Background: an optimization exercise with open tools, aiming at small area and few clock cycles. Do not read the settings as production practice.
In this exercise RTL edits were held to simulation tests only and were not proved equivalent to the original.
Power and IR drop assume default switching activity.

// framegen
module framegen (
    input  wire        clk,
    input  wire        rst,           
    input  wire        bus_valid,
    input  wire        bus_we,
    input  wire [5:0]  bus_addr,
    input  wire [1:0]  bus_size,      
    input  wire [31:0] bus_wdata,
    output wire        bus_ready,
    output reg  [31:0] bus_rdata,
    output wire        bus_err,
    output wire        tx_valid,
    output reg  [7:0]  tx_data,
    input  wire        tx_ready,
    output wire        irq
);
For scale: ~4500 cells after synthesis.
Settings: LEC_CHECK=0, CAP_MARGIN=20, CORE_MARGIN=2, CORE_UTILIZATION=65, SLEW_MARGIN=20; clock period 10.0 ns.
standard.sh (not shown) runs the stock make flow with config.mk's settings and CLKGATE_MAP_FILE= SYNTH_SCRIPT=/design/flow/synth_recipe.tcl, a recipe that flattens the netlist after the stock synthesis.
==> flow/flow/run.sh <==
#!/bin/bash
# The standard layout (standard.sh) with three changes:
#  - synthesis: abc maps for area (see flow/abc.tcl);
#  - clock tree synthesis: sink clusters of 24 within 80 um, no dummy loads;
#  - the ports are buffered with the smallest buffer.
# Each tool's full output stays in ORFS's step logs under orfs/logs/; the
# make output goes to standard.log.
set -euo pipefail
W=$PWD
cat flow/abc.tcl synth_recipe.tcl > own_synth.tcl
sed "s|SYNTH_SCRIPT=[^ ']*|SYNTH_SCRIPT=$W/own_synth.tcl|" standard.sh > own_standard.sh
grep -q "SYNTH_SCRIPT=$W/own_synth.tcl" own_standard.sh
export CTS_ARGS="-sink_clustering_enable -repair_clock_nets -sink_clustering_size 24 -sink_clustering_max_diameter 80 -dont_use_dummy_load"
export BUFFER_PORTS_ARGS="-buffer_cell sky130_fd_sc_hd__buf_1"
bash own_standard.sh > standard.log 2>&1
==> flow/flow/abc.tcl <==
# Prepended to the standard flow's synthesis script: abc maps with its default script
# for the 10 ns clock period in ps (the standard flow's passes the period in ns, which
# abc reads as ps), so it maps for area and inserts no buffers. Everything
# else, flip-flop mapping and register names included, is the standard flow's.
proc abc {args} {
  set i [lsearch -exact $args -script]
  if {$i >= 0} { set args [lreplace $args $i [expr {$i + 1}]] }
  set i [lsearch -exact $args -D]
  if {$i >= 0} { set args [lreplace $args $i [expr {$i + 1}] -D 10000] }
  yosys abc {*}$args
}
The baseline passed the timing, design-rule and antenna checks.
Testbench counts at the start, summed over its fixed seeds: cycles 41,068.
Then changed:
--- a/flow/flow/run.sh
+++ b/flow/flow/run.sh
@@ -4 +4 @@
-#  - clock tree synthesis: sink clusters of 24 within 80 um, no dummy loads;
+#  - clock tree synthesis: sink clusters of 18 within 65 um, clkbuf_8 only, no dummy loads;
@@ -13 +13 @@
-export CTS_ARGS="-sink_clustering_enable -repair_clock_nets -sink_clustering_size 24 -sink_clustering_max_diameter 80 -dont_use_dummy_load"
+export CTS_ARGS="-sink_clustering_enable -repair_clock_nets -sink_clustering_size 18 -sink_clustering_max_diameter 65 -dont_use_dummy_load -buf_list sky130_fd_sc_hd__clkbuf_8"
- CORE_UTILIZATION: 65 -> 60
After rerunning:
- The new run completed without violations
- die area went up by 8.2%
- fmax went down by 1.1%
- worst hold slack is worse by 0.0066 ns
- via count went down by 2.7%
- synthesized cell count does not change
- synthesized area stays the same
- flip-flop and latch count is unchanged
Then changed:
--- a/flow/flow/run.sh
+++ b/flow/flow/run.sh
@@ -4 +4 @@
-#  - clock tree synthesis: sink clusters of 18 within 65 um, clkbuf_8 only, no dummy loads;
+#  - clock tree synthesis: sink clusters of 10 within 50 um, clkbuf_4 only, no dummy loads;
@@ -13 +13 @@
-export CTS_ARGS="-sink_clustering_enable -repair_clock_nets -sink_clustering_size 18 -sink_clustering_max_diameter 65 -dont_use_dummy_load -buf_list sky130_fd_sc_hd__clkbuf_8"
+export CTS_ARGS="-sink_clustering_enable -repair_clock_nets -sink_clustering_size 10 -sink_clustering_max_diameter 50 -dont_use_dummy_load -buf_list sky130_fd_sc_hd__clkbuf_4"
=>
- The changed run went through all stages and came out clean
- core utilization increases by 0.11 points
- cell area barely changes
- worst setup slack gets worse by 0.24 ns
- wire length rose by 0.37%
- power goes up by 0.33%
- count of clock-buffer cells in the layout went up by 138
- non-clock buffer count is unchanged
- sequential cell count does not change
- fmax is lower by about 2.6%
- synthesized area does not change
- global-route usage climbs by 0.27 points
Then changed:
--- a/flow/flow/run.sh
+++ b/flow/flow/run.sh
@@ -4 +4 @@
-#  - clock tree synthesis: sink clusters of 10 within 50 um, clkbuf_4 only, no dummy loads;
+#  - clock tree synthesis: sink clusters of 16 within 60 um, clkbuf_8 only, no dummy loads;
@@ -13 +13 @@
-export CTS_ARGS="-sink_clustering_enable -repair_clock_nets -sink_clustering_size 10 -sink_clustering_max_diameter 50 -dont_use_dummy_load -buf_list sky130_fd_sc_hd__clkbuf_4"
+export CTS_ARGS="-sink_clustering_enable -repair_clock_nets -sink_clustering_size 16 -sink_clustering_max_diameter 60 -dont_use_dummy_load -buf_list sky130_fd_sc_hd__clkbuf_8"
Result: Design area stays flat; setup slack gains 0.31 ns; routed wire length is lower by 0.46%; synthesized cell count is unchanged.
Then changed:
--- a/flow/flow/run.sh
+++ b/flow/flow/run.sh
@@ -4 +4 @@
-#  - clock tree synthesis: sink clusters of 16 within 60 um, clkbuf_8 only, no dummy loads;
+#  - clock tree synthesis: sink clusters of 20 within 70 um, clkbuf_8 only, no dummy loads;
@@ -13 +13 @@
-export CTS_ARGS="-sink_clustering_enable -repair_clock_nets -sink_clustering_size 16 -sink_clustering_max_diameter 60 -dont_use_dummy_load -buf_list sky130_fd_sc_hd__clkbuf_8"
+export CTS_ARGS="-sink_clustering_enable -repair_clock_nets -sink_clustering_size 20 -sink_clustering_max_diameter 70 -dont_use_dummy_load -buf_list sky130_fd_sc_hd__clkbuf_8"
What happened:
- The new run went through all stages and came out clean
- sequential power is about the same
- utilization decreases by 0.44 points
- setup slack degrades by 0.034 ns
- total power decreases by 2.6%
- cell count decreases by 0.47%

-- afterwards: timing with drivers on the ports --
The flow's constraints put no driver on any port. The routed layouts listed below were extracted and timed again, unchanged, in two steps.
Step 1 sets driving cells, clkbuf_16 on the clock port and buf_2 on the other inputs (assumed; they add their load-dependent delay and slew).
Step 2, shift: input delay + t, output delay - t, t = (earliest + latest rising clock arrival at the registers) / 2. This alone moves slack from input paths to output paths.
Slacks: no drivers / after step 1 / after step 2; pairs: no drivers / after step 1.
| run | t, ns | setup slack, ns | worst slew at a driven data input, ns | cell pins on the clock port's net |
|---|---|---|---|---|
| the first run | 0.783 | 1.058 / 0.981 / 0.587 | 0.10 | 1 |
| the second run | 0.915 | 0.961 / 0.887 / 1.006 | 0.09 | 1 |
| the third run | 1.214 | 0.721 / 0.648 / 0.990 | 0.09 | 1 |
| the fourth run | 0.907 | 1.036 / 0.970 / 0.963 | 0.08 | 1 |
| the fifth run | 0.892 | 1.002 / 0.931 / 1.013 | 0.09 | 1 |
After both steps every run listed still meets setup and hold. For the first run, which loses most, drivers alone change the setup slack by -0.077 ns; drivers and shift together by -0.471 ns.
